Source: an optimization exercise on an open RTL-to-GDS flow (aim: small area and few clock cycles). Production flows keep margins and buffers that such runs may drop. In this exercise RTL edits were held to simulation tests only and were not proved equivalent to the original. Power is estimated from default activity; no workload was simulated.

$ cat flow/run.sh
#!/bin/bash
# synth_recipe.tcl (not shown) runs the flow's synth.tcl, then flattens the netlist and writes it again
# the make line also repeats each setting of config.mk as NAME=value (left out here)
make -C /OpenROAD-flow-scripts/flow DESIGN_CONFIG=/design/flow/config.mk WORK_HOME=/design/flow/orfs CLKGATE_MAP_FILE= SYNTH_SCRIPT=/design/flow/synth_recipe.tcl finish
$ cat flow/config.mk
export PLATFORM = sky130hd
export DESIGN_NAME = macphy_codec
export DESIGN_NICKNAME = macphy_codec
export VERILOG_FILES = /design/flow/design.v
export SDC_FILE = /design/flow/constraint.sdc
export NUM_CORES = 4
export LEC_CHECK = 0
export CAP_MARGIN = 20
export CORE_MARGIN = 2
export CORE_UTILIZATION = 40
export SLEW_MARGIN = 20
$ cat flow/constraint.sdc
create_clock -name core_clock -period 7.0 [get_ports {clk}]
set_input_delay 1.4000 -clock core_clock [delete_from_list [all_inputs] [get_ports {clk}]]
set_output_delay 1.4000 -clock core_clock [all_outputs]
set_load 0.01 [all_outputs]
$ cat flow/design.v
module crc8_byte (
    input  wire [7:0] crc_in,
    input  wire [7:0] data,
    input  wire [7:0] poly,
    output reg  [7:0] crc_out
);
    integer k;
    reg [7:0] x;
    always @* begin
        x = crc_in ^ data;
        for (k = 0; k < 8; k = k + 1)
            x = x[7] ? ({x[6:0], 1'b0} ^ poly) : {x[6:0], 1'b0};
        crc_out = x;
    end
endmodule
module macphy_codec (
    input  wire        clk,
    input  wire        rst,
    input  wire        req_valid,
    output wire        req_ready,
    input  wire [7:0]  req_op,
    input  wire [31:0] req_a,
    input  wire [31:0] req_b,
    input  wire [31:0] req_c,
    input  wire        req_null,
    input  wire        din_valid,
    output wire        din_ready,
    input  wire [7:0]  din_data,
    output wire        dout_valid,
    input  wire        dout_ready,
    output wire [7:0]  dout_data,
    output wire        bus_valid,
    input  wire        bus_ready,
    output wire [7:0]  bus_tx,
    output wire        bus_last,
    input  wire [7:0]  bus_rx,
    input  wire        bus_err,
    input  wire [7:0]  bus_err_code,
    output wire        rsp_valid,
    input  wire        rsp_ready,
    output wire [7:0]  rsp_status,
    output wire [7:0]  rsp_info,
    output wire [31:0] rsp_data,
    output wire [31:0] rsp_aux,
    output wire        rsp_flag,
    output wire        fault,
    output wire [1:0]  fault_code
);
    localparam [7:0] OP_INIT   = 8'h01, OP_DEINIT = 8'h02,
                     OP_CRC8   = 8'h10, OP_CRCCHK = 8'h11,
                     OP_REGWR  = 8'h20, OP_REGRD  = 8'h21,
                     OP_REGUPD = 8'h22, OP_WFDEC  = 8'h23,
                     OP_C22RD  = 8'h30, OP_C22WR  = 8'h31,
                     OP_C45RD  = 8'h32, OP_C45WR  = 8'h33,
                     OP_FIFOTX = 8'h40, OP_FIFORX = 8'h41;
    localparam [2:0] ST_OK = 3'd0, ST_WBLOCK = 3'd1, ST_INVARG = 3'd2,
                     ST_BUSERR = 3'd3, ST_TIMEOUT = 3'd4, ST_INVOP = 3'd5;
    localparam [7:0] INFO_NO_SPACE = 8'd1, INFO_FIFO_ERR = 8'd2;
    localparam [7:0] INFO_PORT = 8'd1, INFO_NULL = 8'd2, INFO_LEN = 8'd3,
                     INFO_TOO_LONG = 8'd4, INFO_CAPACITY = 8'd5, INFO_VARIANT = 8'd6;
    localparam [1:0] F_UNINIT = 2'd1, F_REINIT = 2'd2, F_RX_SHORT = 2'd3;
    localparam [3:0] C_REGWR = 4'd0, C_REGRD = 4'd1, C_REGUPD = 4'd2, C_WFDEC = 4'd3,
                     C_C22RD = 4'd4, C_C22WR = 4'd5, C_C45RD = 4'd6, C_C45WR = 4'd7,
                     C_FTX   = 4'd8, C_FRX   = 4'd9, C_CRC8  = 4'd10, C_CRCCHK = 4'd11;
    localparam [1:0] K_R = 2'd0, K_W = 2'd1, K_TX = 2'd2, K_RX = 2'd3;
    localparam [1:0] S_IDLE = 2'd0, S_DATA = 2'd1, S_XFER = 2'd2, S_RSP = 2'd3;
    localparam [1:0] D_ZERO = 2'd0, D_P16 = 2'd1, D_P32 = 2'd2, D_C8 = 2'd3;
    function [15:0] dec16;               
        input [15:0] x;
        integer i;
        reg b;
        begin
            b = 1'b1;
            for (i = 0; i < 16; i = i + 1) begin
                dec16[i] = x[i] ^ b;
                b = b & ~x[i];
            end
        end
    endfunction
    function [15:0] add16;               
        input [15:0] x;
        input [15:0] y;
        integer i;
        reg cy;
        begin
            cy = 1'b0;
            for (i = 0; i < 16; i = i + 1) begin
                add16[i] = x[i] ^ y[i] ^ cy;
                cy = (x[i] & y[i]) | (cy & (x[i] ^ y[i]));
            end
        end
    endfunction
    function lt16;                       
        input [15:0] x;
        input [15:0] y;
        integer i;
        reg l;
        begin
            l = 1'b0;
            for (i = 0; i < 16; i = i + 1)
                l = (~x[i] & y[i]) | (~(x[i] ^ y[i]) & l);
            lt16 = l;
        end
    endfunction
    reg [1:0]  st;
    reg [1:0]  fcode;            
    reg        cfg_valid;
    reg [7:0]  cfg_poly;
    reg        cfg_crc_en;
    reg        cfg_two;          
    reg [3:0]  cls;
    reg [2:0]  step;
    reg [1:0]  polls;            
    reg [1:0]  xk;               
    reg [3:0]  j;                
    reg [31:0] p;
    reg [31:0] q;
    reg [15:0] a;
    reg [7:0]  c;                
    reg        dout_full;
    reg [2:0]  r_st;
    reg [7:0]  r_info;
    reg [1:0]  r_dsel;
    reg        r_aux;
    reg        r_flag;
    wire busy_fault = (fcode != 2'd0);
    wire [3:0] hlen = cfg_crc_en ? 4'd3 : 4'd2;
    wire [15:0] L        = req_c[15:0];
    wire        port_ok  = (req_a[7:1] == 7'h0) && (!req_a[0] || cfg_two);
    wire        lens_ok  = (req_b[23:0] == 24'h02_06_06);
    wire        tx_short = lt16(L, 16'd46);
    wire        tx_long  = lt16(cfg_crc_en ? 16'd1515 : 16'd1516, L);
    wire [10:0] tx_fl    = tx_short ? (cfg_crc_en ? 11'd63 : 11'd62)
                                    : add16({5'h0, L[10:0]}, cfg_crc_en ? 16'd17 : 16'd16);
    wire [8:0]  tx_al4   = add16({7'h0, tx_fl[10:2]}, {15'h0, tx_fl[1:0] != 2'b00});
    wire [5:0]  tx_pad6  = add16({10'h0, ~L[5:0]}, cfg_crc_en ? 16'd48 : 16'd49);   
    wire [5:0]  tx_pad   = tx_short ? tx_pad6 : {4'h0, tx_pad6[1:0]};
    wire acc_reg   = (req_op[7:2] == 6'b001000) && (req_op[1:0] != 2'b11);
    wire acc_mdio  = (req_op[7:2] == 6'b001100);
    wire acc_ftx   = (req_op == OP_FIFOTX) && port_ok && !req_null && lens_ok && !tx_long;
    wire acc_frx   = (req_op == OP_FIFORX) && port_ok && !req_null;
    wire acc_start = cfg_valid && (acc_reg || acc_mdio || acc_ftx || acc_frx);
    wire acc_w     = acc_mdio || (acc_reg && req_op[1:0] == 2'b00);
    wire [7:0] acc_b0 = {2'b10, acc_w, acc_reg ? req_a[12:8] : 5'h00};
    wire idle_bus  = (st == S_IDLE) && req_valid && acc_start;
    wire is_reg  = (cls == C_REGWR) || (cls == C_REGRD) || (cls == C_REGUPD);
    wire is_mdio = (cls[3:2] == 2'b01);
    wire is_ftx  = (cls == C_FTX);
    wire x_wr    = (xk == K_W) || (xk == K_TX);
    reg [12:0] x_addr;
    always @* begin
        if (is_reg)
            x_addr = a[12:0];
        else if (is_mdio)
            x_addr = {12'h010, step[1]};
        else if (is_ftx)
            case (step)
            3'd0:    x_addr = 13'h032;
            3'd1:    x_addr = 13'h030;
            3'd2:    x_addr = 13'h031;
            3'd3:    x_addr = 13'h008;
            default: x_addr = 13'h036;
            endcase
        else  
            x_addr = {5'h0, 1'b1, q[31], q[31] ? 2'b00 : 2'b01, 3'b000, step[0]};
    end
    wire [10:0] q_rem   = q[10:0];
    wire        rem_ge  = (q_rem[10:6] != 5'h0) || !lt16({10'h0, q_rem[5:0]}, {10'h0, q[30:25]});
    wire        in_din  = (xk == K_TX) && (j >= 4'd5 || (j == 4'd4 && !cfg_crc_en)) && rem_ge;
    wire        in_dout = (xk == K_RX) && (j >= 4'd3 + hlen) && rem_ge;
    reg [7:0] tx_b;
    always @* begin
        tx_b = 8'h00;
        if (j == 4'd0)
            tx_b = {2'b10, x_wr, x_addr[12:8]};
        else if (j == 4'd1)
            tx_b = x_addr[7:0];
        else if (xk == K_W)
            tx_b = (j == 4'd6) ? c : p[31:24];
        else if (xk == K_TX) begin
            if (j == 4'd3)
                tx_b = {7'h0, q[31]};
            else if (j == 4'd4 && cfg_crc_en)
                tx_b = c;
            else if (in_din)
                tx_b = din_data;
        end
    end
    wire x_last = (xk == K_W) ? (j == (cfg_crc_en ? 4'd6 : 4'd5)) :
                  (xk == K_R) ? (j == 4'd6) : (q_rem == 11'd0);
    assign req_ready  = (st == S_IDLE) && !busy_fault;
    assign din_ready  = !busy_fault && (((st == S_DATA) && (q[15:0] != 16'd0)) ||
                        ((st == S_XFER) && in_din && bus_ready));
    assign bus_valid  = !busy_fault && (idle_bus || ((st == S_XFER) && (!in_din || din_valid) &&
                        (!in_dout || !dout_full || dout_ready)));
    assign bus_tx     = (st == S_IDLE) ? acc_b0 : tx_b;
    assign bus_last   = (st == S_XFER) && x_last;
    assign dout_valid = dout_full;
    assign dout_data  = c;
    assign rsp_valid  = !busy_fault && (st == S_RSP) && !dout_full;
    assign rsp_status = {5'h0, r_st};
    assign rsp_info   = r_info;
    assign rsp_data   = (r_dsel == D_P32) ? p :
                        (r_dsel == D_P16) ? {16'h0, p[15:0]} :
                        (r_dsel == D_C8)  ? {24'h0, c} : 32'h0;
    assign rsp_aux    = r_aux ? {a[15] & a[13], a[13], a[15], a[12:0], 1'b0, a[14], 14'h0} : 32'h0;
    assign rsp_flag   = r_flag;
    assign fault      = busy_fault;
    assign fault_code = fcode;
    wire [7:0] crc_nx;
    crc8_byte u_crc (.crc_in(c), .data((st == S_DATA) ? din_data : bus_tx), .poly(cfg_poly),
                     .crc_out(crc_nx));
    wire bus_hs = bus_valid && bus_ready;
    wire din_hs = din_valid && din_ready;
    wire [15:0] q_dec = dec16(q[15:0]);
    wire [3:0]  j_inc = (j == 4'd8) ? j : add16({12'h0, j}, 16'd1);
    wire        upd_rd = (cls == C_REGUPD) && (step == 3'd0);
    wire [7:0]  rx_in  = upd_rd ? ((bus_rx & ~p[31:24]) | q[31:24]) : bus_rx;
    wire [31:0] p_sh   = {p[23:0], rx_in};
    wire [10:0] fl       = q[21:11];
    wire [11:0] fl4      = {add16({7'h0, fl[10:2]}, 16'd1), fl[1:0]};
    wire        no_space = (p_sh[31:11] == 21'h0) && lt16({4'h0, p_sh[10:0], 1'b0}, {4'h0, fl4});
    wire [31:0] fs       = p_sh;
    wire        fs_big   = (fs[31:11] != 21'h0);
    wire        fs_lt4   = !fs_big && lt16({5'h0, fs[10:0]}, cfg_crc_en ? 16'd7 : 16'd6);
    wire        fs_lt14  = !fs_big && lt16({5'h0, fs[10:0]}, cfg_crc_en ? 16'd17 : 16'd16);
    wire        fs_long  = fs_big || lt16(16'd1532, {5'h0, fs[10:0]});
    wire [10:0] rx_n     = add16({5'h0, fs[10:0]}, cfg_crc_en ? 16'hFFEF : 16'hFFF0);   
    wire        cap_bad  = !q[11] && lt16({5'h0, q[10:0]}, {5'h0, rx_n});
    wire [8:0]  rx_al4   = add16({7'h0, fs[10:2]}, {15'h0, fs[1:0] != 2'b00});
    wire [31:0] cw_c22   = req_op[0]
                         ? {4'b0001, 2'b01, req_a[4:0], req_b[4:0], req_c[15:0]}
                         : {4'b0001, 2'b10, req_a[4:0], req_b[4:0], 16'h0000};
    wire [31:0] cw_c45_1 = {4'b0000, 2'b00, req_a[4:0], req_b[4:0], req_c[15:0]};
    wire [31:0] cw_c45_2 = req_op[0]
                         ? {4'b0000, 2'b01, req_a[4:0], req_b[4:0], req_c[31:16]}
                         : {4'b0000, 2'b11, req_a[4:0], req_b[4:0], 16'h0000};
    task respond;
        input [2:0] status;
        input [7:0] info;
        input [1:0] dsel;
        input       aux;
        input       flag;
        begin
            r_st   <= status;
            r_info <= info;
            r_dsel <= dsel;
            r_aux  <= aux;
            r_flag <= flag;
            st     <= S_RSP;
        end
    endtask
    task start_x;
        input [1:0] kind;
        begin
            xk <= kind;
            j  <= 4'd0;
            c  <= 8'h00;
            st <= S_XFER;
        end
    endtask
    task start_x0;
        input [1:0] kind;
        begin
            xk <= kind;
            j  <= {3'd0, bus_ready};
            c  <= bus_ready ? crc_nx : 8'h00;
            st <= S_XFER;
        end
    endtask
    wire [7:0] c_fin = din_hs ? crc_nx : c;
    wire       wf_ok = (j == (cfg_crc_en ? 4'd6 : 4'd5));       
    always @(posedge clk) begin
        if (rst) begin
            st        <= S_IDLE;
            cfg_valid <= 1'b0;
            fcode     <= 2'd0;
            dout_full <= 1'b0;
            c         <= 8'h00;
        end else begin
            if (dout_full && dout_ready)
                dout_full <= 1'b0;
            if (!busy_fault)
            case (st)
            S_IDLE: if (req_valid) begin
                step  <= 3'd0;
                polls <= 2'd0;
                j     <= 4'd0;
                a     <= req_a[15:0];
                if (!cfg_valid && req_op != OP_INIT)
                    fcode <= F_UNINIT;
                else if (cfg_valid && req_op == OP_INIT)
                    fcode <= F_REINIT;
                else begin
                    case (req_op)
                    OP_INIT:
                        if (req_c[7:0] != 8'd1 && req_c[7:0] != 8'd2)
                            respond(ST_INVARG, INFO_VARIANT, D_ZERO, 1'b0, 1'b0);
                        else begin
                            cfg_poly   <= req_a[7:0];
                            cfg_crc_en <= req_b[0];
                            cfg_two    <= req_c[1];
                            cfg_valid  <= 1'b1;
                            respond(ST_OK, 8'h00, D_ZERO, 1'b0, 1'b0);
                        end
                    OP_DEINIT: begin
                        cfg_valid <= 1'b0;
                        respond(ST_OK, 8'h00, D_ZERO, 1'b0, 1'b0);
                    end
                    OP_CRC8, OP_CRCCHK, OP_WFDEC: begin
                        cls <= (req_op == OP_WFDEC) ? C_WFDEC : req_op[0] ? C_CRCCHK : C_CRC8;
                        q   <= {8'h0, req_c[7:0], req_a[15:0]};
                        c   <= (req_op != OP_WFDEC && req_b[8]) ? req_b[7:0] : 8'h00;
                        if (req_null)
                            respond(ST_INVARG, INFO_NULL, D_ZERO, 1'b0, 1'b0);
                        else
                            st <= S_DATA;
                    end
                    OP_REGWR: begin
                        cls <= C_REGWR;
                        p   <= req_b;
                        start_x0(K_W);
                    end
                    OP_REGRD: begin
                        cls <= C_REGRD;
                        start_x0(K_R);
                    end
                    OP_REGUPD: begin
                        cls <= C_REGUPD;
                        p   <= req_b;
                        q   <= req_c & req_b;
                        start_x0(K_R);
                    end
                    OP_C22RD, OP_C22WR: begin
                        cls <= req_op[0] ? C_C22WR : C_C22RD;
                        p   <= cw_c22;
                        start_x0(K_W);
                    end
                    OP_C45RD, OP_C45WR: begin
                        cls <= req_op[0] ? C_C45WR : C_C45RD;
                        p   <= cw_c45_1;
                        q   <= cw_c45_2;
                        start_x0(K_W);
                    end
                    OP_FIFOTX: begin
                        cls <= C_FTX;
                        q   <= {req_a[0], tx_pad, 3'h0, tx_fl, tx_al4, 2'b01};
                        if (!port_ok)
                            respond(ST_INVARG, INFO_PORT, D_ZERO, 1'b0, 1'b0);
                        else if (req_null)
                            respond(ST_INVARG, INFO_NULL, D_ZERO, 1'b0, 1'b0);
                        else if (!lens_ok)
                            respond(ST_INVARG, INFO_LEN, D_ZERO, 1'b0, 1'b0);
                        else if (tx_long)
                            respond(ST_INVARG, INFO_TOO_LONG, D_ZERO, 1'b0, 1'b0);
                        else
                            start_x0(K_R);
                    end
                    OP_FIFORX: begin
                        cls <= C_FRX;
                        q   <= {req_a[0], 19'h0, req_b[31:11] != 21'h0, req_b[10:0]};
                        if (!port_ok)
                            respond(ST_INVARG, INFO_PORT, D_ZERO, 1'b0, 1'b0);
                        else if (req_null)
                            respond(ST_INVARG, INFO_NULL, D_ZERO, 1'b0, 1'b0);
                        else
                            start_x0(K_R);
                    end
                    default:
                        respond(ST_INVOP, req_op, D_ZERO, 1'b0, 1'b0);
                    endcase
                end
            end
            S_DATA: begin
                if (q[15:0] == 16'd0 || (din_hs && q[15:0] == 16'd1)) begin
                    if (cls == C_WFDEC) begin
                        if (din_hs && wf_ok)
                            respond(ST_OK, 8'h00, D_P32, 1'b1,
                                    !cfg_crc_en || (din_data == c));
                        else
                            respond(ST_INVARG, INFO_LEN, D_ZERO, 1'b0, 1'b0);
                    end else
                        respond(ST_OK, 8'h00, D_C8, 1'b0,
                                (cls == C_CRCCHK) && (c_fin == q[23:16]));
                end
                if (din_hs) begin
                    q[15:0] <= q_dec;
                    j       <= j_inc;
                    if (cls != C_WFDEC || j < 4'd6) begin
                        c <= crc_nx;
                        if (cls == C_WFDEC) begin
                            p <= {p[23:0], din_data};
                            a <= {a[7:0], p[31:24]};
                        end
                    end
                end
            end
            S_XFER:
                if (bus_hs) begin
                    j <= j_inc;
                    if (xk == K_RX) begin
                        if (in_dout) begin
                            dout_full <= 1'b1;
                            c         <= bus_rx;
                        end
                    end else
                        c <= crc_nx;
                    if (xk[1])
                        q[15:0] <= q_dec;
                    if ((xk == K_W && j >= 4'd2) || (xk == K_R && j >= 4'd3))
                        p <= p_sh;
                    if (upd_rd && j >= 4'd3)
                        q <= {q[23:0], 8'h00};
                    if (x_last) begin
                        if (bus_err)
                            respond(ST_BUSERR, bus_err_code, D_ZERO, 1'b0, 1'b0);
                        else case (cls)
                        C_REGWR:
                            respond(ST_OK, 8'h00, D_ZERO, 1'b0, 1'b0);
                        C_REGRD:
                            respond(ST_OK, 8'h00, D_P32, 1'b0, 1'b0);
                        C_REGUPD:
                            if (step == 3'd0) begin
                                step <= 3'd1;
                                start_x(K_W);
                            end else
                                respond(ST_OK, 8'h00, D_ZERO, 1'b0, 1'b0);
                        C_FTX:
                            case (step)
                            3'd0:  
                                if (no_space)
                                    respond(ST_WBLOCK, INFO_NO_SPACE, D_ZERO, 1'b0, 1'b0);
                                else begin
                                    step <= 3'd1;
                                    p    <= {21'h0, fl};
                                    start_x(K_W);
                                end
                            3'd1: begin  
                                step     <= 3'd2;
                                q[15:11] <= 5'h0;
                                start_x(K_TX);
                            end
                            3'd2: begin  
                                step <= 3'd3;
                                start_x(K_R);
                            end
                            3'd3:  
                                if (bus_rx[1]) begin
                                    step <= 3'd4;
                                    p    <= 32'h0000_0002;
                                    start_x(K_W);
                                end else
                                    respond(ST_OK, 8'h00, D_ZERO, 1'b0, 1'b0);
                            3'd4: begin
                                step <= 3'd5;
                                p    <= 32'h0000_0000;
                                start_x(K_W);
                            end
                            default:
                                respond(ST_WBLOCK, INFO_FIFO_ERR, D_ZERO, 1'b0, 1'b0);
                            endcase
                        C_FRX:
                            if (step == 3'd0) begin
                                if (fs_lt4)
                                    respond(ST_OK, 8'h00, D_ZERO, 1'b0, 1'b0);
                                else if (fs_lt14)
                                    fcode <= F_RX_SHORT;
                                else if (fs_long)
                                    respond(ST_INVARG, INFO_TOO_LONG, D_ZERO, 1'b0, 1'b0);
                                else if (cap_bad)
                                    respond(ST_INVARG, INFO_CAPACITY, D_ZERO, 1'b0, 1'b0);
                                else begin
                                    step       <= 3'd1;
                                    p          <= {21'h0, rx_n};
                                    q[30:25]   <= {4'h0, -fs[1:0]};
                                    q[15:0]    <= {5'h0, rx_al4, 2'b10};
                                    start_x(K_RX);
                                end
                            end else
                                respond(ST_OK, 8'h00, D_P32, 1'b0, 1'b1);
                        default:  
                            if (xk == K_W) begin
                                polls <= 2'd0;
                                start_x(K_R);
                            end else if (p[23]) begin
                                if (cls[1] && !step[1]) begin
                                    step[1] <= 1'b1;
                                    p       <= q;
                                    start_x(K_W);
                                end else
                                    respond(ST_OK, 8'h00, cls[0] ? D_ZERO : D_P16, 1'b0, 1'b0);
                            end else if (polls == 2'd3)
                                respond(ST_TIMEOUT, {7'h0, step[1]}, D_ZERO, 1'b0, 1'b0);
                            else begin
                                polls <= polls + 2'd1;
                                start_x(K_R);
                            end
                        endcase
                    end
                end
            S_RSP:
                if (rsp_valid && rsp_ready) begin
                    st <= S_IDLE;
                    c  <= 8'h00;     
                end
            endcase
        end
    end
endmodule
==> impl_metrics.yaml, run 1 <==
logic_synthesis:
  syn_area_per_cell_um2: 7.94
  synth_area_mm2: 0.0163
  synth.largest_area_cell: "edfxtp_1"
  synth-compound-area-share_pct: 29.0
  count_of_warnings_emitted_by_yosys: 2
  synth.mux.area_fraction_pct: 4.08
  synth_top_family_by_area: "compound AO/OA/AOI/OAI gates"
  postSynth.topFlopCell: "edfxtp_1"
  synth.lib_cells_used.distinct: 103
  postSynthCellCount: 2053
  synthArstFlopShare_pct: 0
  number_of_flops_mapped_to_enable_cells_by_yosys: 120
  synthSimpleGateAreaFrac_pct: 22.2
  synthTopCellsByCount: "241 x nand2_1, 153 x nor2_1, 136 x o21ai_0, 131 x a21oi_1, 124 x clkbuf_1"
  synth.top_cells.by_area: "edfxtp_1 22%, ha_1 8.4%, nand2_1 5.6%"
  synth_sequential_area_ratio_pct: 23.8
  post-synth-top-count-cell: "nand2_1"
  post-synth-top-area-fraction_pct: 22.1
  post_synth_fa_ha_maj_area_fraction_pct: 8.86
  synth_xor_xnor_area_share_pct: 5.17
  synth_seq_cells: 134
clock_network:
  worstSkewPairLatency_ns: 0.46
  htree_num_levels: 4
  cts_tree: "yes"
  clk_root_buffer_cell: "clkbuf_16"
  numCtsBuffers: 17
  maximum_number_of_buffers_from_clock_root_to_sink: 2
  cts.sinks: 134
  clkTransAtPathRegs_ns: 0.07
grt:
  grt_first_pass_wirelength_um: 127000
  number_of_antenna_violations_at_the_first_check_in_global_routing: 4
  grt_start_max_net_pins: 77
  globalRouteTotalUtil_pct: 41.9
  grt_pass1_vias: 18300
  grt-ovfl-total: 0
cells_and_area:
  num-nets-final: 2596
  layout.filler_cells: 3885
  finalCoreUtilization_pct: 52.4
  post_route_cells_drive_above_1_share_pct: 15.7
  area_growth_pct: 28.5
  num_antenna_cells: 0
place:
  place_congestion: 1.05
  port-buffer-count: 206
  dpl.hpwl_um: 71100
floorplan:
  floorplan.rows: 73
  design.core.area_mm2: 0.0400
  floorplan.initialDensity_pct: 40.7
  fp.dieW_um: 206
  die_area_mm2: 0.0424
  die_h_um: 206
  io_pins: 243
setup_path:
  cp_data_required_time_ns: 7.31
  timing.critical_path.fanout_max: 5
  critical_path.endpoint_type: "flip-flop"
  worst_path_most_repeated_cell: "xnor2_1"
  reg2reg_setup_slack_ns: 0.23
  crit_path_cell_trace: "clkdlybuf4s50_1 -> or3b_4 -> a2111oi_4 -> a32o_2 -> a2111oi_0 -> a221oi_1 -> xnor2_1 -> inv_2 -> and4_2 -> o311a_4 -> o311a_1 -> or3_1 -> xnor2_1 -> xor2_1 -> xnor3_1 -> or4_1 -> a21boi_0 -> or4b_1 -> o21ai_1"
  slowest_stage: "clkdlybuf4s50_1"
  slowest_delay_ns: 0.53
  path_class: "input pin to flip-flop"
  cp_data_arrival_time_ns: 7.14
  worst_setup_path_start_kind: "input pin"
timing:
  maxSlewHeadroom_pct: 29.1
  drv_slew: 0
  finalSetupViolations: 0
  worst-slew-pin-transition_ns: 1.06
  timing.final.hold_violations: 0
  final_min_period_over_clock_period_pct: 97.6
  finalCriticalPeriod_ns: 6.83
  max_freq_mhz: 146
  final.setup_skew_ns: 0.0152
route:
  dr.pass1.iters: 12
  detail_route.drc_violations: 0
  postRouteWirelength_um: 90200
  vias: 19300
  ant_nets: 0
  post_drt_via_cell_ratio: 6.68
  detail_route.iter0.violations: 2587
  routed_wirelength_normalized_by_instance_count_um: 31.3
status:
  outcome: "timing/DRC/antenna clean"
pwr:
  static-leakage-power_nw: 8.28
  vdd.ir_drop.worst_mv: 0.339
  powerDensity_mw_per_mm2: 360
  post-layout-total-power_mw: 7.54
run:
  drv_cap: 0
min_path:
  hp-class: "flip-flop to flip-flop"
-- area by class of cell --
cell class	instances	area (µm²)	area share [%]
timing repair buffer	433	3820	18.3
clock buffer	17	425	2.03
multi-input combinational	1672	11600	55.6
clock inverter	15	186	0.890
tap	525	657	3.14
inverter	88	330	1.58
sequential	134	3880	18.5
-- cells in the final DEF, fill, tap and decap left out, drive strengths merged, types with 56 or more instances in the layout --
| cell type | synthesis | layout |
|---|---|---|
| and2 | 56 | 56 |
| clkdlybuf4s50 | 0 | 204 |
| edfxtp | 120 | 120 |
| inv | 85 | 91 |
| o21ai | 142 | 142 |
| a21oi | 131 | 131 |
| buf | 53 | 227 |
| nand2 | 241 | 241 |
| nor2 | 156 | 156 |
| ha | 109 | 109 |
-- per-layer routing --
metal  track usage, %  wire, µm  share of wire [%]
met3             11.5     10700                 12
met4             24.9      6340                7.0
met2             63.1     38500                 43
met1             53.6     34600                 38
met5                0        13              0.014
-- kinds of logic after synthesis --
family | after synthesis
simple gates | 727
buf+inv | 266
xor+xnor | 74
flops | 134
compound gates | 675
mux | 63
fa+ha+maj | 113
other cells | 1
-- critical path: cells and delay by family --
family / cells / cell delay, ns
AO/OA/AOI/OAI: 8 / 2.15
XOR/XNOR: 4 / 1.06
buffers and inverters: 2 / 0.65
AND/OR/NAND/NOR: 5 / 1.85
-- worst paths after layout --
check | to | start | depth (start not counted)
hold / removal | fcode[0] | fcode[0] | 2
hold reg to reg | fcode[0] | fcode[0] | 2
setup / recovery | r_flag | req_op[5] | 19
setup reg to reg | r_flag | q[1] | 23
-- stage by stage --
step	worst slack (ns)	instances	setup TNS, ns	instance area (µm²)	hold WS [ns]
global route	-0.0418	2884	-0.0418	21000	0.503
CTS	0.0172	2878	0	20700	0.469
global placement	-0.589	2846	-24.20	20100	0.457
finish	0.170	2884	0	21000	0.471
detailed placement	-0.626	2846	-26.45	20100	0.457
floorplan	0.0555	2072	0	16400	0.481
-- flip-flops by register name (all words and copies together), names as in the netlist, 3 cells and up --
| signal | flops |
|---|---|
| cls | 4 |
| q | 32 |
| step | 3 |
| c | 8 |
| p | 32 |
| cfg_poly | 8 |
| r_st | 3 |
| r_info | 8 |
| a | 16 |
| j | 4 |
-- what timing repair did --
item | 4_1_cts | 5_1_grt
buffers inserted | 0 | 6
endpoints found under the setup margin | 24 | 58
hold buffers | 0 | 0
pin swaps | 3 | 15
gates resized for setup | 4 | 43
-- power breakdown --
group	total (mW)	leakage (nW)	switching [mW]	internal (mW)
registers	1.27	1.21	0.198	1.08
clock network	0.976	0.287	0.465	0.512
logic	5.29	6.78	2.86	2.43
total	7.54	8.28	3.52	4.02
Testbench counts, summed over its fixed seeds: cycles 116,376.
==> run 2: changes to the inputs <==
--- a/flow/design.v
+++ b/flow/design.v
@@ -119,13 +119,14 @@
     reg [7:0]  c;                
     reg        dout_full;
     reg [2:0]  r_st;
-    reg [7:0]  r_info;
+    reg [2:0]  r_info;           
     reg [1:0]  r_dsel;
     reg        r_aux;
     reg        r_flag;
     wire busy_fault = (fcode != 2'd0);
     wire [3:0] hlen = cfg_crc_en ? 4'd3 : 4'd2;
     wire [15:0] L        = req_c[15:0];
+    wire [11:0] rx_cap   = add16({5'h0, req_b[10:0]}, cfg_crc_en ? 16'd17 : 16'd16);
     wire        port_ok  = (req_a[7:1] == 7'h0) && (!req_a[0] || cfg_two);
     wire        lens_ok  = (req_b[23:0] == 24'h02_06_06);
     wire        tx_short = lt16(L, 16'd46);
@@ -164,7 +165,7 @@
         else  
             x_addr = {5'h0, 1'b1, q[31], q[31] ? 2'b00 : 2'b01, 3'b000, step[0]};
     end
-    wire [10:0] q_rem   = q[10:0];
+    wire [10:0] q_rem   = a[10:0];
     wire        rem_ge  = (q_rem[10:6] != 5'h0) || !lt16({10'h0, q_rem[5:0]}, {10'h0, q[30:25]});
     wire        in_din  = (xk == K_TX) && (j >= 4'd5 || (j == 4'd4 && !cfg_crc_en)) && rem_ge;
     wire        in_dout = (xk == K_RX) && (j >= 4'd3 + hlen) && rem_ge;
@@ -189,7 +190,7 @@
     wire x_last = (xk == K_W) ? (j == (cfg_crc_en ? 4'd6 : 4'd5)) :
                   (xk == K_R) ? (j == 4'd6) : (q_rem == 11'd0);
     assign req_ready  = (st == S_IDLE) && !busy_fault;
-    assign din_ready  = !busy_fault && (((st == S_DATA) && (q[15:0] != 16'd0)) ||
+    assign din_ready  = !busy_fault && (((st == S_DATA) && (a != 16'd0)) ||
                         ((st == S_XFER) && in_din && bus_ready));
     assign bus_valid  = !busy_fault && (idle_bus || ((st == S_XFER) && (!in_din || din_valid) &&
                         (!in_dout || !dout_full || dout_ready)));
@@ -199,12 +200,13 @@
     assign dout_data  = c;
     assign rsp_valid  = !busy_fault && (st == S_RSP) && !dout_full;
     assign rsp_status = {5'h0, r_st};
-    assign rsp_info   = r_info;
+    wire   info_p     = (r_st == ST_BUSERR) || (r_st == ST_INVOP);
+    assign rsp_info   = info_p ? p[7:0] : {5'h0, r_info};
     assign rsp_data   = (r_dsel == D_P32) ? p :
                         (r_dsel == D_P16) ? {16'h0, p[15:0]} :
                         (r_dsel == D_C8)  ? {24'h0, c} : 32'h0;
-    assign rsp_aux    = r_aux ? {a[15] & a[13], a[13], a[15], a[12:0], 1'b0, a[14], 14'h0} : 32'h0;
-    assign rsp_flag   = r_flag;
+    assign rsp_aux    = r_aux ? {q[15] & q[13], q[13], q[15], q[12:0], 1'b0, q[14], 14'h0} : 32'h0;
+    assign rsp_flag   = r_flag | ((r_dsel == D_C8) && cls[0] && (c == q[7:0]));
     assign fault      = busy_fault;
     assign fault_code = fcode;
     wire [7:0] crc_nx;
@@ -212,7 +214,7 @@
                      .crc_out(crc_nx));
     wire bus_hs = bus_valid && bus_ready;
     wire din_hs = din_valid && din_ready;
-    wire [15:0] q_dec = dec16(q[15:0]);
+    wire [15:0] a_dec = dec16(a);
     wire [3:0]  j_inc = (j == 4'd8) ? j : add16({12'h0, j}, 16'd1);
     wire        upd_rd = (cls == C_REGUPD) && (step == 3'd0);
     wire [7:0]  rx_in  = upd_rd ? ((bus_rx & ~p[31:24]) | q[31:24]) : bus_rx;
@@ -226,7 +228,7 @@
     wire        fs_lt14  = !fs_big && lt16({5'h0, fs[10:0]}, cfg_crc_en ? 16'd17 : 16'd16);
     wire        fs_long  = fs_big || lt16(16'd1532, {5'h0, fs[10:0]});
     wire [10:0] rx_n     = add16({5'h0, fs[10:0]}, cfg_crc_en ? 16'hFFEF : 16'hFFF0);   
-    wire        cap_bad  = !q[11] && lt16({5'h0, q[10:0]}, {5'h0, rx_n});
+    wire        cap_bad  = !q[12] && lt16({4'h0, q[11:0]}, {4'h0, fs[11:0]});
     wire [8:0]  rx_al4   = add16({7'h0, fs[10:2]}, {15'h0, fs[1:0] != 2'b00});
     wire [31:0] cw_c22   = req_op[0]
                          ? {4'b0001, 2'b01, req_a[4:0], req_b[4:0], req_c[15:0]}
@@ -243,7 +245,7 @@
         input       flag;
         begin
             r_st   <= status;
-            r_info <= info;
+            r_info <= info[2:0];
             r_dsel <= dsel;
             r_aux  <= aux;
             r_flag <= flag;
@@ -268,7 +270,6 @@
             st <= S_XFER;
         end
     endtask
-    wire [7:0] c_fin = din_hs ? crc_nx : c;
     wire       wf_ok = (j == (cfg_crc_en ? 4'd6 : 4'd5));       
     always @(posedge clk) begin
         if (rst) begin
@@ -309,7 +310,7 @@
                     end
                     OP_CRC8, OP_CRCCHK, OP_WFDEC: begin
                         cls <= (req_op == OP_WFDEC) ? C_WFDEC : req_op[0] ? C_CRCCHK : C_CRC8;
-                        q   <= {8'h0, req_c[7:0], req_a[15:0]};
+                        q   <= {24'h0, req_c[7:0]};
                         c   <= (req_op != OP_WFDEC && req_b[8]) ? req_b[7:0] : 8'h00;
                         if (req_null)
                             respond(ST_INVARG, INFO_NULL, D_ZERO, 1'b0, 1'b0);
@@ -358,7 +359,7 @@
                     end
                     OP_FIFORX: begin
                         cls <= C_FRX;
-                        q   <= {req_a[0], 19'h0, req_b[31:11] != 21'h0, req_b[10:0]};
+                        q   <= {req_a[0], 18'h0, req_b[31:11] != 21'h0, rx_cap};
                         if (!port_ok)
                             respond(ST_INVARG, INFO_PORT, D_ZERO, 1'b0, 1'b0);
                         else if (req_null)
@@ -367,12 +368,15 @@
                             start_x0(K_R);
                     end
                     default:
-                        respond(ST_INVOP, req_op, D_ZERO, 1'b0, 1'b0);
+                    begin
+                        p[7:0] <= req_op;
+                        respond(ST_INVOP, 8'h00, D_ZERO, 1'b0, 1'b0);
+                    end
                     endcase
                 end
             end
             S_DATA: begin
-                if (q[15:0] == 16'd0 || (din_hs && q[15:0] == 16'd1)) begin
+                if (a == 16'd0 || (din_hs && a == 16'd1)) begin
                     if (cls == C_WFDEC) begin
                         if (din_hs && wf_ok)
                             respond(ST_OK, 8'h00, D_P32, 1'b1,
@@ -380,17 +384,16 @@
                         else
                             respond(ST_INVARG, INFO_LEN, D_ZERO, 1'b0, 1'b0);
                     end else
-                        respond(ST_OK, 8'h00, D_C8, 1'b0,
-                                (cls == C_CRCCHK) && (c_fin == q[23:16]));
+                        respond(ST_OK, 8'h00, D_C8, 1'b0, 1'b0);
                 end
                 if (din_hs) begin
-                    q[15:0] <= q_dec;
-                    j       <= j_inc;
+                    a <= a_dec;
+                    j <= j_inc;
                     if (cls != C_WFDEC || j < 4'd6) begin
                         c <= crc_nx;
                         if (cls == C_WFDEC) begin
-                            p <= {p[23:0], din_data};
-                            a <= {a[7:0], p[31:24]};
+                            p       <= {p[23:0], din_data};
+                            q[15:0] <= {q[7:0], p[31:24]};
                         end
                     end
                 end
@@ -406,14 +409,16 @@
                     end else
                         c <= crc_nx;
                     if (xk[1])
-                        q[15:0] <= q_dec;
+                        a <= a_dec;
                     if ((xk == K_W && j >= 4'd2) || (xk == K_R && j >= 4'd3))
                         p <= p_sh;
                     if (upd_rd && j >= 4'd3)
                         q <= {q[23:0], 8'h00};
                     if (x_last) begin
-                        if (bus_err)
-                            respond(ST_BUSERR, bus_err_code, D_ZERO, 1'b0, 1'b0);
+                        if (bus_err) begin
+                            p[7:0] <= bus_err_code;
+                            respond(ST_BUSERR, 8'h00, D_ZERO, 1'b0, 1'b0);
+                        end
                         else case (cls)
                         C_REGWR:
                             respond(ST_OK, 8'h00, D_ZERO, 1'b0, 1'b0);
@@ -436,8 +441,8 @@
                                     start_x(K_W);
                                 end
                             3'd1: begin  
-                                step     <= 3'd2;
-                                q[15:11] <= 5'h0;
+                                step <= 3'd2;
+                                a    <= {5'h0, q[10:0]};
                                 start_x(K_TX);
                             end
                             3'd2: begin  
@@ -473,7 +478,7 @@
                                     step       <= 3'd1;
                                     p          <= {21'h0, rx_n};
                                     q[30:25]   <= {4'h0, -fs[1:0]};
-                                    q[15:0]    <= {5'h0, rx_al4, 2'b10};
+                                    a          <= {5'h0, rx_al4, 2'b10};
                                     start_x(K_RX);
                                 end
                             end else
==> flow/flow/run.sh (new file) <==
#!/bin/bash
set -euo pipefail
W=$(cd "$(dirname "$0")/.." && pwd)
cd "$W"
rm -rf "$W/scripts_area"
cp -r "$FLOW_HOME/scripts" "$W/scripts_area"
cp "$W/flow/abc_area.script" "$W/scripts_area/abc_area.script"
export BUFFER_PORTS_ARGS="-buffer_cell sky130_fd_sc_hd__buf_1"
bash "$W/standard.sh" SCRIPTS_DIR="$W/scripts_area" ABC_AREA=1 ADDER_MAP_FILE= finish > "$W/make.log" 2>&1
==> flow/flow/abc_area.script (new file) <==
strash
&get -n
&fraig -x
&put
scorr
dc2
strash
&get -n
&dch -f
&nf
&put
==> flow/standard.sh (new file) <==
#!/bin/bash
# synth_recipe.tcl (not shown) runs the flow's synth.tcl, then flattens the netlist and writes it again
# the make line also repeats each setting of config.mk as NAME=value (left out here)
make -C /OpenROAD-flow-scripts/flow DESIGN_CONFIG=/design/flow/config.mk WORK_HOME=/design/flow/orfs CLKGATE_MAP_FILE= SYNTH_SCRIPT=/design/flow/synth_recipe.tcl "${@:-finish}"
removed: flow/run.sh
==> impl_metrics.yaml, run 2 <==
clock_network:
  cts.sinks: 129
  maximum_number_of_buffers_from_clock_root_to_sink: 2
  worstSkewPairLatency_ns: 0.46
  numCtsBuffers: 17
  htree_num_levels: 4
  cts_tree: "yes"
  ctsHoldBuffers: 0
  clkTransAtPathRegs_ns: 0.07
  clk_root_buffer_cell: "clkbuf_16"
place:
  port-buffer-count: 206
  dpl.hpwl_um: 64500
  place_congestion: 1.07
  preCtsSetupSlack_ns: 0.209
route:
  wl_met1_um: 31900
  dr.pass1.iters: 6
  post_drt_via_cell_ratio: 7.12
  sum_of_met3_wire_segment_lengths_after_detailed_routing_um: 10100
  wl_met2_um: 36300
  vias: 19100
  detail_route.drc_violations: 0
  dr.max_layer_used: "met4"
  ant_nets: 0
  postRouteWirelength_um: 84700
  detail_route.iter0.violations: 3037
  routed_wirelength_normalized_by_instance_count_um: 31.6
cells_and_area:
  layout.cells.most_common: "o21ai_0"
  top_regs: "p (32), q (32), a (16)"
  num-nets-final: 2340
  post_route_cells_drive_above_1_share_pct: 7.76
  area_growth_pct: 21.1
  mostFrequentLayoutCells: "213 x o21ai_0, 212 x nor2_1, 206 x buf_1, 202 x nand2_1, 168 x a21oi_1"
logic_synthesis:
  postSynth.topFlopCell: "edfxtp_1"
  synth_area_mm2: 0.0139
  synthTopCellsByCount: "216 x nor2_1, 216 x o21ai_0, 202 x nand2_1, 170 x a21oi_1, 115 x edfxtp_1"
  number_of_flops_mapped_to_enable_cells_by_yosys: 115
  postSynthCellCount: 1864
  synthArstFlopShare_pct: 0
  synth_sequential_area_ratio_pct: 26.8
  synth.lib_cells_used.distinct: 67
  synth.top_cells.by_area: "edfxtp_1 25%, o21ai_0 7.8%, a21oi_1 6.1%"
  syn_area_per_cell_um2: 7.47
  count_of_warnings_emitted_by_yosys: 2
  synth_seq_cells: 129
  post-synth-top-area-fraction_pct: 24.8
  synth.largest_area_cell: "edfxtp_1"
setup_path:
  worst_setup_path_start_kind: "flip-flop"
  cp_data_arrival_time_ns: 6.95
  path_class: "flip-flop to flip-flop"
  timing.critical_path.fanout_max: 11
  cp_data_required_time_ns: 7.36
  critical_path.endpoint_type: "flip-flop"
  worstRegToRegCells: 23
floorplan:
  design.core.area_mm2: 0.0344
  die_area_mm2: 0.0363
  io_pins: 243
  floorplan.initialDensity_pct: 40.5
  fp.dieW_um: 191
  floorplan.rows: 68
  die_h_um: 191
run:
  drv_cap: 0
pwr:
  post-layout-total-power_mw: 2.30
  static-leakage-power_nw: 5.56
  vdd.ir_drop.worst_mv: 0.181
  powerDensity_mw_per_mm2: 136
grt:
  grt_first_pass_wirelength_um: 119000
  grt_pass1_vias: 17100
  globalRouteTotalUtil_pct: 45.4
  grt_start_max_net_pins: 43
  number_of_antenna_violations_at_the_first_check_in_global_routing: 5
  grt-ovfl-total: 0
timing:
  finalWorstSetupSlack_ns: 0.405
  final.setup_skew_ns: 0.0156
  drv_slew: 0
  final_min_period_over_clock_period_pct: 94.2
  max_freq_mhz: 152
  fin_setup_tns_ns: 0
  timing.final.hold_violations: 0
  maxSlewHeadroom_pct: 14.8
  setup_repair_after_global_routing_missed_its_margin: "false"
  finalSetupViolations: 0
  finalCriticalPeriod_ns: 6.60
  worst-slew-pin-transition_ns: 1.27
min_path:
  hp-class: "flip-flop to flip-flop"
  worst_hold_path.num_cells: 2
status:
  outcome: "timing/DRC/antenna clean"
run 2: routing by layer:
layer	track usage, %	vias up
li1	-	8054
met1	56.8	9117
met2	69.6	1568
met3	10.9	327
met4	29.8	0
met5	0	-
run 2: path summary, 6_finish.rpt:
kind	from	endpoint	slack, ns
worst min-delay path	fcode[1]	fcode[1]	0.51
worst max register to register	q[26]	c[3]	0.40
worst min register to register	fcode[1]	fcode[1]	0.51
worst max-delay path	q[26]	c[3]	0.40
run 2: layout make-up:
type                            instances  area (µm²)
Inverter                               36         135
Antenna cell                            7        17.5
Fill cell                            3573       17500
Sequential cell                       129        3730
Clock buffer                           17         425
Timing Repair Buffer                  321        1640
Multi-Input combinational cell       1698       10100
Clock inverter                         15         208
Tap cell                              455         569
run 2: kinds of logic after synthesis:
logic type	share of synthesized area, %
XOR/XNOR	4.91
AO/OA/AOI/OAI	36.7
AND/OR/NAND/NOR	26.7
buffers and inverters	2.08
other	0.0269
flip-flops	26.8
multiplexers	2.36
adder cells (fa/ha/maj)	0.359
run 2: repair_timing:
item | in CTS | in global routing
endpoints found under the setup margin | 0 | 8
endpoints found under the hold margin | 0 | 0
buffers inserted | 0 | 2
gates resized for setup | 0 | 13
run 2: critical path, cell delays in order (launching register included):
cell and delay (ns):
edfxtp_1 0.44, clkinv_1 0.19, maj3_1 0.39, o221ai_1 0.15
a21oi_1 0.22, o21ai_1 0.35, a2bb2oi_1 0.19, o221ai_1 0.15
a32oi_1 0.29, xnor2_1 0.17, nor4_1 0.07, buf_4 0.17
o21ai_0 0.38, xor2_1 0.16, or3_1 0.41, buf_4 0.19
a32o_2 0.35, a311oi_2 0.45, buf_4 0.24, o221a_2 0.34
a311oi_2 0.12, o311a_1 0.44, or3_1 0.38, a311oi_1 0.23
run 2: where the power goes:
part           internal (mW)  switching (mW)
clock                  0.601           0.409
sequential             0.847          0.0130
combinational          0.142           0.289
run 2: per-stage QoR:
stage / instance area, µm² / instances / util [%] / hold WS [ns]
6_report: 16900 / 2678 / 49.1 / 0.507
2_1_floorplan: 14000 / 1883 / - / 0.520
3_5_place_dp: 16100 / 2635 / 46.9 / 0.494
5_1_grt: 16800 / 2671 / 49.0 / 0.531
4_1_cts: 16800 / 2667 / 48.7 / 0.509
3_3_place_gp: 16100 / 2635 / 46.9 / 0.484
Testbench counts of run 2, summed over its fixed seeds: cycles 116,376.
==> run 3: changes to the inputs <==
--- a/flow/design.v
+++ b/flow/design.v
@@ -112,7 +112,7 @@
     reg [2:0]  step;
     reg [1:0]  polls;            
     reg [1:0]  xk;               
-    reg [3:0]  j;                
+    reg [2:0]  j;                
     reg [31:0] p;
     reg [31:0] q;
     reg [15:0] a;
@@ -167,28 +167,27 @@
     end
     wire [10:0] q_rem   = a[10:0];
     wire        rem_ge  = (q_rem[10:6] != 5'h0) || !lt16({10'h0, q_rem[5:0]}, {10'h0, q[30:25]});
-    wire        in_din  = (xk == K_TX) && (j >= 4'd5 || (j == 4'd4 && !cfg_crc_en)) && rem_ge;
-    wire        in_dout = (xk == K_RX) && (j >= 4'd3 + hlen) && rem_ge;
-    reg [7:0] tx_b;
+    wire        in_din  = (xk == K_TX) && (j >= 3'd5 || (j == 3'd4 && !cfg_crc_en)) && rem_ge;
+    wire        in_dout = (xk == K_RX) && ({1'b0, j} >= 4'd3 + hlen) && rem_ge;
+    reg [7:0] tx_h;
     always @* begin
-        tx_b = 8'h00;
-        if (j == 4'd0)
-            tx_b = {2'b10, x_wr, x_addr[12:8]};
-        else if (j == 4'd1)
-            tx_b = x_addr[7:0];
+        tx_h = 8'h00;
+        if (j == 3'd0)
+            tx_h = {2'b10, x_wr, x_addr[12:8]};
+        else if (j == 3'd1)
+            tx_h = x_addr[7:0];
         else if (xk == K_W)
-            tx_b = (j == 4'd6) ? c : p[31:24];
+            tx_h = (j == 3'd6) ? c : p[31:24];
         else if (xk == K_TX) begin
-            if (j == 4'd3)
-                tx_b = {7'h0, q[31]};
-            else if (j == 4'd4 && cfg_crc_en)
-                tx_b = c;
-            else if (in_din)
-                tx_b = din_data;
+            if (j == 3'd3)
+                tx_h = {7'h0, q[31]};
+            else if (j == 3'd4 && cfg_crc_en)
+                tx_h = c;
         end
     end
-    wire x_last = (xk == K_W) ? (j == (cfg_crc_en ? 4'd6 : 4'd5)) :
-                  (xk == K_R) ? (j == 4'd6) : (q_rem == 11'd0);
+    wire [7:0] tx_b = in_din ? din_data : tx_h;
+    wire x_last = (xk == K_W) ? (j == (cfg_crc_en ? 3'd6 : 3'd5)) :
+                  (xk == K_R) ? (j == 3'd6) : (q_rem == 11'd0);
     assign req_ready  = (st == S_IDLE) && !busy_fault;
     assign din_ready  = !busy_fault && (((st == S_DATA) && (a != 16'd0)) ||
                         ((st == S_XFER) && in_din && bus_ready));
@@ -210,12 +209,13 @@
     assign fault      = busy_fault;
     assign fault_code = fcode;
     wire [7:0] crc_nx;
-    crc8_byte u_crc (.crc_in(c), .data((st == S_DATA) ? din_data : bus_tx), .poly(cfg_poly),
+    crc8_byte u_crc (.crc_in(c), .data((st == S_DATA) ? din_data : (st == S_IDLE) ? acc_b0 : tx_h),
+                     .poly(cfg_poly),
                      .crc_out(crc_nx));
     wire bus_hs = bus_valid && bus_ready;
     wire din_hs = din_valid && din_ready;
     wire [15:0] a_dec = dec16(a);
-    wire [3:0]  j_inc = (j == 4'd8) ? j : add16({12'h0, j}, 16'd1);
+    wire [2:0]  j_inc = (j == 3'd7) ? j : add16({13'h0, j}, 16'd1);
     wire        upd_rd = (cls == C_REGUPD) && (step == 3'd0);
     wire [7:0]  rx_in  = upd_rd ? ((bus_rx & ~p[31:24]) | q[31:24]) : bus_rx;
     wire [31:0] p_sh   = {p[23:0], rx_in};
@@ -256,7 +256,7 @@
         input [1:0] kind;
         begin
             xk <= kind;
-            j  <= 4'd0;
+            j  <= 3'd0;
             c  <= 8'h00;
             st <= S_XFER;
         end
@@ -265,12 +265,12 @@
         input [1:0] kind;
         begin
             xk <= kind;
-            j  <= {3'd0, bus_ready};
+            j  <= {2'd0, bus_ready};
             c  <= bus_ready ? crc_nx : 8'h00;
             st <= S_XFER;
         end
     endtask
-    wire       wf_ok = (j == (cfg_crc_en ? 4'd6 : 4'd5));       
+    wire       wf_ok = (j == (cfg_crc_en ? 3'd6 : 3'd5));       
     always @(posedge clk) begin
         if (rst) begin
             st        <= S_IDLE;
@@ -286,7 +286,7 @@
             S_IDLE: if (req_valid) begin
                 step  <= 3'd0;
                 polls <= 2'd0;
-                j     <= 4'd0;
+                j     <= 3'd0;
                 a     <= req_a[15:0];
                 if (!cfg_valid && req_op != OP_INIT)
                     fcode <= F_UNINIT;
@@ -389,7 +389,7 @@
                 if (din_hs) begin
                     a <= a_dec;
                     j <= j_inc;
-                    if (cls != C_WFDEC || j < 4'd6) begin
+                    if (cls != C_WFDEC || j < 3'd6) begin
                         c <= crc_nx;
                         if (cls == C_WFDEC) begin
                             p       <= {p[23:0], din_data};
@@ -410,9 +410,9 @@
                         c <= crc_nx;
                     if (xk[1])
                         a <= a_dec;
-                    if ((xk == K_W && j >= 4'd2) || (xk == K_R && j >= 4'd3))
+                    if ((xk == K_W && j >= 3'd2) || (xk == K_R && j >= 3'd3))
                         p <= p_sh;
-                    if (upd_rd && j >= 4'd3)
+                    if (upd_rd && j >= 3'd3)
                         q <= {q[23:0], 8'h00};
                     if (x_last) begin
                         if (bus_err) begin
==> flow/flow/abc_area.script (replaced) <==
strash
&get -n
&fraig -x
&put
scorr
dc2
dc2
strash
&get -n
&dch -f
&nf -R 1000
&put
strash
&get -n
&dch -f
&nf -R 1000
&put
==> impl_metrics.yaml, run 3 <==
clock_network:
  htree_num_levels: 4
  numCtsBuffers: 17
  maximum_number_of_buffers_from_clock_root_to_sink: 2
  cts.sinks: 128
  clk_root_buffer_cell: "clkbuf_16"
  cts_tree: "yes"
  ctsHoldBuffers: 0
  worstSkewPairLatency_ns: 0.46
  clkTransAtPathRegs_ns: 0.06
setup_path:
  timing.critical_path.from: "step[1]"
  reg2reg_setup_slack_ns: 0.58
  rr_startpoint: "step[1]"
  path_class: "flip-flop to flip-flop"
  critical_path.endpoint: "c[2]"
  critical_path.endpoint_type: "flip-flop"
  worst-path-buf-inv: 3
  r2r-end: "c[2]"
  cp_data_arrival_time_ns: 6.74
  worstRegToRegCells: 26
  cp_data_required_time_ns: 7.32
  slowest_stage: "or3_1"
  worst_setup_path_start_kind: "flip-flop"
  slowest_delay_ns: 0.62
  worst_path_most_repeated_cell: "o21ai_0"
  critical_path_cell_count: 26
  timing.critical_path.fanout_max: 19
  cpLargestDelayFamily: "simple AND/OR/NAND/NOR gates"
pwr:
  cell_internal_pwr_mw: 1.54
  power_frac_seq_pct: 38.6
  static-leakage-power_nw: 5.14
  post-layout-total-power_mw: 2.21
  powerDensity_mw_per_mm2: 143
  power.net_switching_mw: 0.673
  netSwitchingFraction_pct: 30.4
  vdd.ir_drop.worst_mv: 0.162
  clock_power_share_pct: 42.2
  power.share.combinational_pct: 19.2
route:
  routed_wirelength_normalized_by_instance_count_um: 30.4
  dr.pass1.iters: 7
  postRouteWirelength_um: 74500
  detail_route.iter0.violations: 2842
  vias: 16800
  detail_route.drc_violations: 0
  ant_nets: 0
  post_drt_via_cell_ratio: 6.83
grt:
  number_of_antenna_violations_at_the_first_check_in_global_routing: 6
  grt_first_pass_wirelength_um: 106000
  globalRouteTotalUtil_pct: 43.4
  grt_start_max_net_pins: 59
  grt_pass1_vias: 15300
  grt-ovfl-total: 0
logic_synthesis:
  synth.largest_area_cell: "edfxtp_1"
  post-synth-top-area-fraction_pct: 26.6
  count_of_warnings_emitted_by_yosys: 2
  synthTopCellsByCount: "268 x nand2_1, 183 x a21oi_1, 177 x nor2_1, 153 x o21ai_0, 114 x edfxtp_1"
  synth_area_mm2: 0.0129
  synth.lib_cells_used.distinct: 59
  postSynthCellCount: 1720
  synth_seq_cells: 128
  synth_sequential_area_ratio_pct: 28.8
  number_of_flops_mapped_to_enable_cells_by_yosys: 114
  post-synth-top-count-cell: "nand2_1"
  postSynth.topFlopCell: "edfxtp_1"
  synthArstFlopShare_pct: 0
  synth.top_cells.by_area: "edfxtp_1 27%, nand2_1 7.8%, a21oi_1 7.1%"
  syn_area_per_cell_um2: 7.48
timing:
  worst-slew-pin-transition_ns: 1.11
  max_freq_mhz: 156
  drv_slew: 0
  timing.final.hold_violations: 0
  final.setup_skew_ns: 0.0140
  finalSetupViolations: 0
  finalCriticalPeriod_ns: 6.42
  final_min_period_over_clock_period_pct: 91.7
  setup_repair_after_global_routing_missed_its_margin: "false"
  fin_setup_tns_ns: 0
  worst_hold_slack_ns: 0.464
  maxSlewHeadroom_pct: 25.9
place:
  placedInstanceArea_mm2: 0.0149
  place_congestion: 1.05
  port-buffer-count: 206
  dpl.hpwl_um: 57300
cells_and_area:
  post_route_cells_drive_above_1_share_pct: 6.78
  mostFrequentLayoutCells: "268 x nand2_1, 206 x buf_1, 182 x a21oi_1, 175 x nor2_1, 152 x o21ai_0"
  num-nets-final: 2174
  layout.filler_cells: 3305
  layout.cells.most_common: "nand2_1"
  area_growth_pct: 20.1
  top_regs: "p (32), q (32), a (16)"
  final_cell_area_mm2: 0.0154
run:
  drv_cap: 0
floorplan:
  floorplan.initialDensity_pct: 40.7
  fp.dieW_um: 183
  design.core.area_mm2: 0.0316
  die_h_um: 183
  die_area_mm2: 0.0336
  floorplan.rows: 65
  io_pins: 243
status:
  outcome: "timing/DRC/antenna clean"
min_path:
  timing.hold.worst.start: "fcode[1]"
  hp-class: "flip-flop to flip-flop"
-- run 3: worst min-delay path by stage --
stage                          end  slack, ns  cells after the start
final                     fcode[1]       0.46                      2
after global routing      fcode[1]       0.47                      2
after CTS                 fcode[1]       0.46                      2
after detailed placement  fcode[1]       0.45                      2
after global placement    fcode[1]       0.45                      2
after floorplan           fcode[1]       0.47                      2
-- run 3: layout make-up --
cell class	instances	area, µm²	area share [%]
inverter	32	120	0.778
clock buffer	19	433	2.80
multi-input combinational	1558	9060	58.6
antenna	2	5.00	0.0324
sequential	128	3700	24.0
tap	402	503	3.26
clock inverter	13	145	0.939
timing repair buffer	300	1480	9.57
-- run 3: cell families after synthesis --
| kind of cell | synth area share (%) |
|---|---|
| flops | 28.8 |
| other cells | 0.0292 |
| buf+inv | 2.13 |
| simple gates | 26.4 |
| fa+ha+maj | 0.467 |
| compound gates | 31.5 |
| xor+xnor | 7.97 |
| mux | 2.73 |
-- run 3: per-stage QoR --
| stage | worst slack (ns) | util, % | instances |
|---|---|---|---|
| global placement | 0.326 | 46.9 | 2420 |
| global route | 0.157 | 48.8 | 2453 |
| detailed placement | 0.172 | 46.9 | 2420 |
| finish | 0.579 | 48.8 | 2454 |
| CTS | 0.563 | 48.8 | 2452 |
| floorplan | 0.121 | - | 1739 |
-- run 3: worst register-to-register path, delay by kind of cell (launching register included) --
kind,cells,cell delay (ns)
buffers and inverters,3,0.72
AO/OA/AOI/OAI,13,1.79
AND/OR/NAND/NOR,7,2.16
adder cells (fa/ha/maj),3,1.10
flip-flops,1,0.52
-- run 3: power groups by stage --
| stage | Clock (mW) | Sequential, mW | Combinational, mW |
|---|---|---|---|
| floorplan | 0 | 0.865 | 0.236 |
| global placement | 0 | 0.869 | 0.399 |
| detailed placement | 0 | 0.869 | 0.401 |
| CTS | 0.927 | 0.853 | 0.403 |
| global route | 0.954 | 0.854 | 0.451 |
| finish | 0.933 | 0.854 | 0.424 |
-- run 3: metal layers --
| layer | routed length (µm) | GRT usage [%] | up-vias | share of wire (%) |
|---|---|---|---|---|
| met1 | 28900 | 58.3 | 7851 | 39 |
| met5 | 24 | 0 | - | 0.032 |
| met2 | 30700 | 63.3 | 1449 | 41 |
| met4 | 4080 | 21.6 | 4 | 5.5 |
| met3 | 10800 | 13.2 | 261 | 15 |
| li1 | - | - | 7205 | - |
-- run 3: what timing repair did --
| action | CTS | global route |
|---|---|---|
| buffers inserted | 0 | 0 |
| gates resized for setup | 0 | 2 |
| setup endpoints to repair | 0 | 8 |
Testbench counts of run 3, summed over its fixed seeds: cycles 116,376.

-- port drivers added, routing unchanged --
No port has a modelled driver above. Below, the same layouts with a new extraction and two added sets of constraints. Step 1 sets driving cells, clkbuf_16 on the clock port and buf_2 on the other inputs (assumed; they add their load-dependent delay and slew). Step 2 also shifts input and output timing later by t, the mid clock arrival at the registers, as if the neighbouring blocks saw the same clock. Slacks: ideal / step 1 / step 2; pairs: ideal / step 1.
run | shift t [ns] | slack for setup (ns) | worst setup path at the end | latest minus earliest clock arrival (ns) | pins driven straight from the clock port
run 1 | 0.510 | 0.170 / 0.201 / -0.309 | input to register | 0.015 / 0.015 | 1
run 2 | 0.506 | 0.405 / 0.405 / 0.212 | input to register | 0.016 / 0.016 | 1
run 3 | 0.504 | 0.579 / 0.579 / 0.319 | input to register | 0.014 / 0.015 | 1
With both steps, setup timing fails in run 1, where it was met with ideal ports. For run 1, which loses most, drivers alone change the setup slack by +0.031 ns; drivers and shift together by -0.479 ns.
